Background: an optimization exercise with open tools, aiming at small area, a short achievable clock period and few clock cycles. Do not read the settings as production practice. Function was checked by simulation only, so behaviour that the tests miss may differ from the original. Power and IR drop assume default switching activity.

===== flow/run.sh =====
#!/bin/bash
# synth_recipe.tcl (not shown) runs the flow's synth.tcl, then flattens the netlist and writes it again
# the make line also repeats each setting of config.mk as NAME=value (left out here)
make -C /OpenROAD-flow-scripts/flow DESIGN_CONFIG=/design/flow/config.mk WORK_HOME=/design/flow/orfs CLKGATE_MAP_FILE= SYNTH_SCRIPT=/design/flow/synth_recipe.tcl finish

===== flow/design.v =====
module obd_rx (
    input  wire        clk,
    input  wire        rst,
    input  wire        start,
    input  wire [1:0]  proto,     
    input  wire [7:0]  pid,
    input  wire [7:0]  mode,
    input  wire [7:0]  cap,       
    input  wire [17:0] per,       
    output wire        idle,
    input  wire        e_valid,
    output reg         e_ready,
    input  wire [31:0] e_time,
    input  wire        e_end,     
    output reg         o_valid,
    output reg  [7:0]  o_data,
    output reg         done,
    output reg  [7:0]  status,
    output reg  [7:0]  count,     
    output reg  [6:0]  nbytes,    
    output reg         framing    
);
    localparam BYTE_CAP = 64;
    localparam [7:0] ST_OK        = 8'h00;
    localparam [7:0] ST_NACK      = 8'h01;
    localparam [7:0] ST_ERR_TIMING = 8'h10;
    localparam [7:0] ST_ERR_SHORT = 8'h11;
    localparam [7:0] ST_ERR_SID   = 8'h12;
    localparam [7:0] ST_ERR_PID   = 8'h13;
    localparam [7:0] ST_ERR_TRUNC = 8'h14;
    localparam [7:0] ST_ERR_PROTO = 8'h15;
    localparam [2:0] S_IDLE  = 3'd0,
                     S_BYTE  = 3'd1,    
                     S_BIT   = 3'd2,    
                     S_DRAIN = 3'd3,    
                     S_HDR   = 3'd4,    
                     S_CHECK = 3'd5,    
                     S_OUT   = 3'd6,    
                     S_DONE  = 3'd7;
    reg [2:0]  state;
    reg [1:0]  r_proto;
    reg [7:0]  r_pid;
    reg [7:0]  r_mode;
    reg [7:0]  r_cap;
    reg [17:0] r_per;
    reg [7:0]  bytes [0:BYTE_CAP-1];
    reg [31:0] s_time;    
    reg [22:0] acc;       
    reg [3:0]  k;         
    reg        par;       
    reg [7:0]  data;
    reg [2:0]  h;
    reg [6:0]  p_idx;
    reg [6:0]  p_left;
    wire [31:0] t_sample = s_time + {10'd0, acc[22:1]};
    wire [31:0] diff     = e_time - t_sample;
    wire        e_before = diff[31];           
    wire        is_edge  = e_valid && !e_end;
    wire        lvl      = ~par;               
    always @(*) begin
        case (state)
            S_BYTE:  e_ready = e_valid && (e_end || nbytes != BYTE_CAP);
            S_BIT:   e_ready = is_edge && e_before;
            S_DRAIN: e_ready = e_valid;
            default: e_ready = 1'b0;
        endcase
    end
    wire [6:0] n = nbytes;
    wire [2:0] sfw      = (r_mode == 8'd3) ? 3'd0 : ((r_pid == 8'd0) ? 3'd1 : 3'd2);
    wire       has_pid  = (r_pid != 8'd0) || (r_mode == 8'd1);
    wire [7:0] b_sid    = bytes[h];
    wire [7:0] b_echo   = bytes[h + 3'd1];
    wire [6:0] d_start  = {4'd0, h} + 7'd1 + ((r_mode != 8'd3 && has_pid) ? 7'd1 : 7'd0);
    wire [6:0] d_end    = (r_mode == 8'd3) ? n : n - 7'd1;
    wire [6:0] r_len    = (d_end > d_start) ? d_end - d_start : 7'd0;
    wire [7:0] pci0     = bytes[d_start];
    wire [7:0] pci1     = bytes[d_start + 7'd1];
    wire [11:0] ff_len  = {pci0[3:0], pci1};
    reg  [7:0] c_status;
    reg  [6:0] c_first;     
    reg  [6:0] c_len;       
    reg  [6:0] c_count;
    always @(*) begin
        c_status = ST_OK;
        c_first  = d_start;
        c_len    = 7'd0;
        if (r_proto == 2'd0)
            c_status = ST_ERR_PROTO;
        else if (n < 7'd3)
            c_status = ST_ERR_TIMING;
        else if (n < {4'd0, h} + {4'd0, sfw} + 7'd1)
            c_status = ST_ERR_SHORT;
        else if (b_sid == 8'h7F)
            c_status = ST_NACK;
        else if (b_sid != r_mode + 8'h40)
            c_status = ST_ERR_SID;
        else if (r_mode == 8'd1 && b_echo != r_pid)
            c_status = ST_ERR_PID;
        else if (r_len == 7'd0) begin
            c_len = 7'd0;
        end else if (pci0[7:4] == 4'h0) begin
            c_first = d_start + 7'd1;
            c_len   = ({3'd0, pci0[3:0]} < r_len - 7'd1) ? {3'd0, pci0[3:0]} : r_len - 7'd1;
        end else if (pci0[7:4] == 4'h1) begin
            if (r_len < 7'd2)
                c_status = ST_ERR_TRUNC;
            c_first = d_start + 7'd2;
            c_len   = (ff_len < {5'd0, r_len - 7'd2}) ? ff_len[6:0] : r_len - 7'd2;
        end else begin
            c_len = r_len;
        end
        c_count = ({1'b0, c_len} < r_cap) ? c_len : r_cap[6:0];
    end
    assign idle = (state == S_IDLE);
    always @(posedge clk) begin
        o_valid <= 1'b0;
        done    <= 1'b0;
        if (rst) begin
            state   <= S_IDLE;
            nbytes  <= 7'd0;
            framing <= 1'b0;
            status  <= 8'd0;
            count   <= 8'd0;
            o_data  <= 8'd0;
            par     <= 1'b0;
        end else begin
            case (state)
                S_IDLE: begin
                    if (start) begin
                        r_proto <= proto;
                        r_pid   <= pid;
                        r_mode  <= mode;
                        r_cap   <= cap;
                        r_per   <= per;
                        nbytes  <= 7'd0;
                        framing <= 1'b0;
                        par     <= 1'b0;
                        state   <= S_BYTE;
                    end
                end
                S_BYTE: begin
                    if (e_valid) begin
                        if (e_end)
                            state <= S_HDR;
                        else if (nbytes == BYTE_CAP)
                            state <= S_DRAIN;
                        else begin
                            s_time <= e_time;
                            par    <= ~par;
                            acc    <= {5'd0, r_per};
                            k      <= 4'd0;
                            state  <= S_BIT;
                        end
                    end
                end
                S_BIT: begin
                    if (is_edge && e_before) begin
                        par <= ~par;
                    end else if (e_valid) begin
                        acc <= acc + {4'd0, r_per, 1'b0};
                        k   <= k + 4'd1;
                        if (k == 4'd0) begin
                            if (lvl != 1'b0) begin
                                framing <= 1'b1;
                                state   <= S_DRAIN;
                            end
                        end else if (k == 4'd9) begin
                            if (lvl != 1'b1) begin
                                framing <= 1'b1;
                                state   <= S_DRAIN;
                            end else begin
                                bytes[nbytes[5:0]] <= data;
                                nbytes <= nbytes + 7'd1;
                                state  <= S_BYTE;
                            end
                        end else begin
                            data <= {lvl, data[7:1]};
                        end
                    end
                end
                S_DRAIN: begin
                    if (e_valid && e_end)
                        state <= S_HDR;
                end
                S_HDR: begin
                    if (r_proto == 2'd1)
                        h <= 3'd3;
                    else
                        h <= 3'd1 + (bytes[0][7] ? 3'd2 : 3'd0)
                                  + ((bytes[0][5:0] == 6'd0) ? 3'd1 : 3'd0);
                    state <= S_CHECK;
                end
                S_CHECK: begin
                    status <= c_status;
                    p_idx  <= c_first;
                    if (c_status == ST_OK) begin
                        count  <= {1'b0, c_count};
                        p_left <= c_count;
                        state  <= (c_count == 7'd0) ? S_DONE : S_OUT;
                    end else begin
                        count  <= (c_status == ST_NACK) ? 8'd0 : 8'hFF;
                        state  <= S_DONE;
                    end
                end
                S_OUT: begin
                    o_valid <= 1'b1;
                    o_data  <= bytes[p_idx[5:0]];
                    p_idx   <= p_idx + 7'd1;
                    p_left  <= p_left - 7'd1;
                    if (p_left == 7'd1)
                        state <= S_DONE;
                end
                S_DONE: begin
                    done  <= 1'b1;
                    state <= S_IDLE;
                end
            endcase
        end
    end
endmodule

===== flow/config.mk =====
export PLATFORM = sky130hd
export DESIGN_NAME = obd_rx
export DESIGN_NICKNAME = obd_rx
export VERILOG_FILES = /design/flow/design.v
export SDC_FILE = /design/flow/constraint.sdc
export NUM_CORES = 4
export LEC_CHECK = 0
export CAP_MARGIN = 20
export CORE_MARGIN = 2
export CORE_UTILIZATION = 40
export SLEW_MARGIN = 20

===== flow/constraint.sdc =====
create_clock -name core_clock -period 10.0 [get_ports {clk}]
set_input_delay 2.0000 -clock core_clock [delete_from_list [all_inputs] [get_ports {clk}]]
set_output_delay 2.0000 -clock core_clock [all_outputs]
set_load 0.01 [all_outputs]

==> run summary <==
[state kept, by name, summed over array words and instances (netlist names), 6 cells and up, named ones only]
name    flops
nbytes      7
bytes     512
r_pid       8
r_per      18
r_mode      8
o_data      8
count       8
p_idx       6
data        8
p_left      7
acc        22
s_time     32
r_cap       8
[kinds of logic (layout without fill, tap and decap cells)]
| group | count (synthesis) | after routing | synth area share |
|---|---|---|---|
| fa+ha+maj | 125 | 125 | 0.0500 |
| simple gates | 518 | 518 | 0.0732 |
| xor+xnor | 72 | 72 | 0.0188 |
| compound gates | 283 | 283 | 0.0559 |
| other cells | 1 | 4 | 0.000108 |
| flops | 675 | 675 | 0.573 |
| buf+inv | 250 | 405 | 0.0284 |
| mux | 344 | 344 | 0.201 |
[critical path: cells and delay by family, from the launching register on]
family / cells / cell delay (ns)
and+or+nand+nor: 15 / 3.50
AOI/OAI and AO/OA: 10 / 1.83
adders and majority gates: 6 / 1.71
buffers and inverters: 4 / 0.61
DFF: 1 / 0.45
muxes: 1 / 0.25
xor gates and xnor gates: 1 / 0.16
[stage by stage]
stage / area (um2) / util / std cells
final: 39500 / 0.458 / 3581
after global routing: 39500 / 0.458 / 3581
after floorplan: 34700 / - / 2271
after global placement: 37100 / 0.430 / 3450
after detailed placement: 37100 / 0.430 / 3450
after CTS: 39500 / 0.458 / 3580
[power by group through the flow]
stage               registers, uW  clock network (uW)  logic [uW]
finish                       3210                2720         808
detailed placement           3270                   0         808
floorplan                    3250                   0         569
global placement             3270                   0         793
CTS                          3210                2770         813
global route                 3220                2870         896
[metal layers]
layer	global-route usage	share of wire	up-vias
met5	0	0.00022	-
met4	0.0723	0.037	4
met3	0.0433	0.073	209
met2	0.353	0.48	882
met1	0.285	0.41	10934
li1	-	-	9206
[worst max path at each step]
stage | start | endpoint | cells after the start
2_1_floorplan | e_time[16] | acc[10] | 14
3_5_place_dp | r_pid[0] | p_left[1] | 34
4_1_cts | r_pid[0] | p_left[1] | 34
5_1_grt | r_mode[3] | p_left[1] | 35
3_3_place_gp | r_pid[0] | p_left[5] | 34
6_report | r_mode[3] | p_left[1] | 37
[cell usage in the layout, fill, tap and decap left out, types with 6 or more instances in the layout]
master	instances
o31ai_1	14
a31oi_1	13
or3_1	8
fa_1	23
nand3_1	49
or4_1	6
clkbuf_1	17
dfxtp_1	37
nor2_1	170
a21o_1	30
mux4_2	280
clkdlybuf4s50_1	112
buf_4	29
nor3_1	36
ha_1	100
xnor2_1	36
o21ai_0	59
a211oi_1	15
and3_1	14
xor2_1	32
inv_1	129
nand2_1	123
mux2i_1	45
and2_1	7
edfxtp_1	638
clkinv_1	12
nor3b_1	8
mux2_2	19
o211ai_1	8
nor2b_1	11
clkbuf_16	74
nand4_1	22
o21a_1	13
a21oi_1	61
nor4_1	13
nand2b_1	9
[cell type report]
type	instances	area share
repair buffers	143	0.0346
inverters	132	0.0125
multi-input cells	1346	0.352
clock buffers	92	0.0488
flip-flops and latches	675	0.503
clock inverters	38	0.0118
well taps	1155	0.0365
==> results.py <==
metrics = {
    "outcome": {
        "outcome": "no timing/DRC/antenna violations",
    },
    "clocking": {
        "cts_made_buffers": 74,
        "clock-root-buffer": "clkbuf_16",
        "hold_buffers": 0,
        "cts_resized": 0,
        "clk_latency_ns": 0.65,
        "clkSinkCount": 675,
        "post-cts-setup-buffer-count": 0,
        "clkTransAtPathRegs_ns": 0.06,
        "cts_tree": "done",
        "cts_buffer_depth": 3,
        "cts_max_level": 3,
    },
    "sta": {
        "finalHoldViolCount": 0,
        "slew_headroom": 0.254,
        "rsz0062_at_grt": "false",
        "clock.fmax_mhz": 113,
        "fin_setup_tns_ns": 0,
        "worst_pin_slew_ns": 1.12,
        "fin_skew_ns": 0.0312,
        "setup_viol": 0,
        "fin_crit_sh": 0.884,
        "setup_ws_ns": 1.16,
        "slew_violations": 0,
        "period_needed_ns": 8.84,
        "fin_hold_ws_ns": 0.459,
    },
    "synth": {
        "synth_edf_count": 638,
        "synth_area_leaders": "edfxtp_1 55%, mux4_2 18%, ha_1 3.7%",
        "yosysWarnings": 1,
        "synth_area_um2": 34700,
        "synth_top_area_share": 0.552,
        "synthDistinctLibCells": 92,
        "synthArstFlopShare": 0,
        "ys.flop_type": "edfxtp_1",
        "synth_common_cells": "638 x edfxtp_1, 280 x mux4_2, 171 x nor2_1",
        "netlist_instances": 2268,
        "yosysTopAreaCell": "edfxtp_1",
        "yosysMostFrequentCell": "edfxtp_1",
        "syn-mean-instance-area_um2": 15.3,
        "ys_seq_area_frac": 0.573,
        "ys_ff_latch": 675,
    },
    "power": {
        "p_leak_uw": 0.0132,
        "peakVddDrop_uv": 127,
        "intPower_uw": 5030,
        "p_per_area_nw_per_um2": 170,
        "p_sw_frac": 0.253,
        "seq_power_share": 0.477,
        "power_frac_comb": 0.120,
        "power_switching_uw": 1710,
        "power_uw": 6730,
        "clock_power_share": 0.403,
    },
    "critical_path": {
        "worstPathArrival_ns": 9.18,
        "startpoint_type": "register",
        "r2r_setup_slack_ns": 1.16,
        "cp_common_cell": "ha_1",
        "rr_startpoint": "r_mode[3]",
        "crit_slowest_cell": "nor2b_1",
        "timing.rr.end": "p_left[1]",
        "critPathMaxStageDelay_ns": 0.55,
        "cp-end-kind": "register",
        "criticalPathCategory": "reg -> reg",
        "worstPathRequired_ns": 10.34,
        "rr_worst_depth": 37,
        "cp_max_fo": 9,
    },
    "cells_and_area": {
        "fillers": 7520,
        "seqCellArea_um2": 19900,
        "syn_to_final_growth_pct": 13.9,
        "drive_gt1_frac": 0.193,
        "nNetsFinal": 2578,
        "multi_input_area_um2": 13900,
        "antenna-diode-count": 0,
    },
    "min_path": {
        "hold_end": "o_data[5]",
        "hp-class": "reg -> reg",
        "whs_path_depth": 2,
        "hold_start": "o_data[5]",
    },
    "global_routing": {
        "grt_pass1_vias": 21601,
        "grt.overflow.total": 0,
        "antenna_found_initial": 2,
        "grt_pass1_wl_mm": 142,
        "grt_max_degree": 96,
        "grt_usage": 0.214,
    },
    "job": {
        "maxCapViolCount": 0,
    },
    "floorplan": {
        "coreArea_um2": 86300,
        "dieArea_um2": 89200,
        "start_util": 0.402,
        "die_h_um": 299,
        "die_x_um": 299,
        "ios": 117,
        "rows": 108,
    },
    "drt": {
        "drt-pass1-iter-count": 7,
        "ant_nets": 0,
        "wl_per_cell_um": 26.6,
        "wirelength_mm": 95.4,
        "via_per_inst": 5.93,
        "vias": 21235,
        "drtIter0Drc": 2073,
        "route.detailed.drc": 0,
    },
    "place": {
        "post-place-ws_ns": 1.24,
        "portBuffers": 112,
        "dp_hpwl_mm": 65.3,
        "finalWeightedCongestion": 0.916,
    },
}
Testbench counts, summed over its fixed seeds: cycles 51,786.

afterwards: timing with drivers on the ports:
No port has a modelled driver above. Below, the same layout with a new extraction and two added sets of constraints. Step 1, drivers: a clkbuf_16 drives clk and a buf_2 each remaining input, both assumed. Step 2 adds t to the input delays and takes it off the output delays; t is the mean of the earliest and latest rising clock arrival at the registers after step 1. Input paths then give back, and output paths get back, about the clock's delay inside the block. Three values: ideal, step 1, step 2; two values: the first two.
t, ns: 0.697
slack for setup (ns): 1.157 / 1.157 / 1.157
clock arrival spread, ns: 0.031 / 0.031
pins driven straight from the clock port: 1
After both steps setup and hold are still met in this run. For this run, drivers alone change the setup slack by 0.000 ns; drivers and shift together by 0.000 ns.
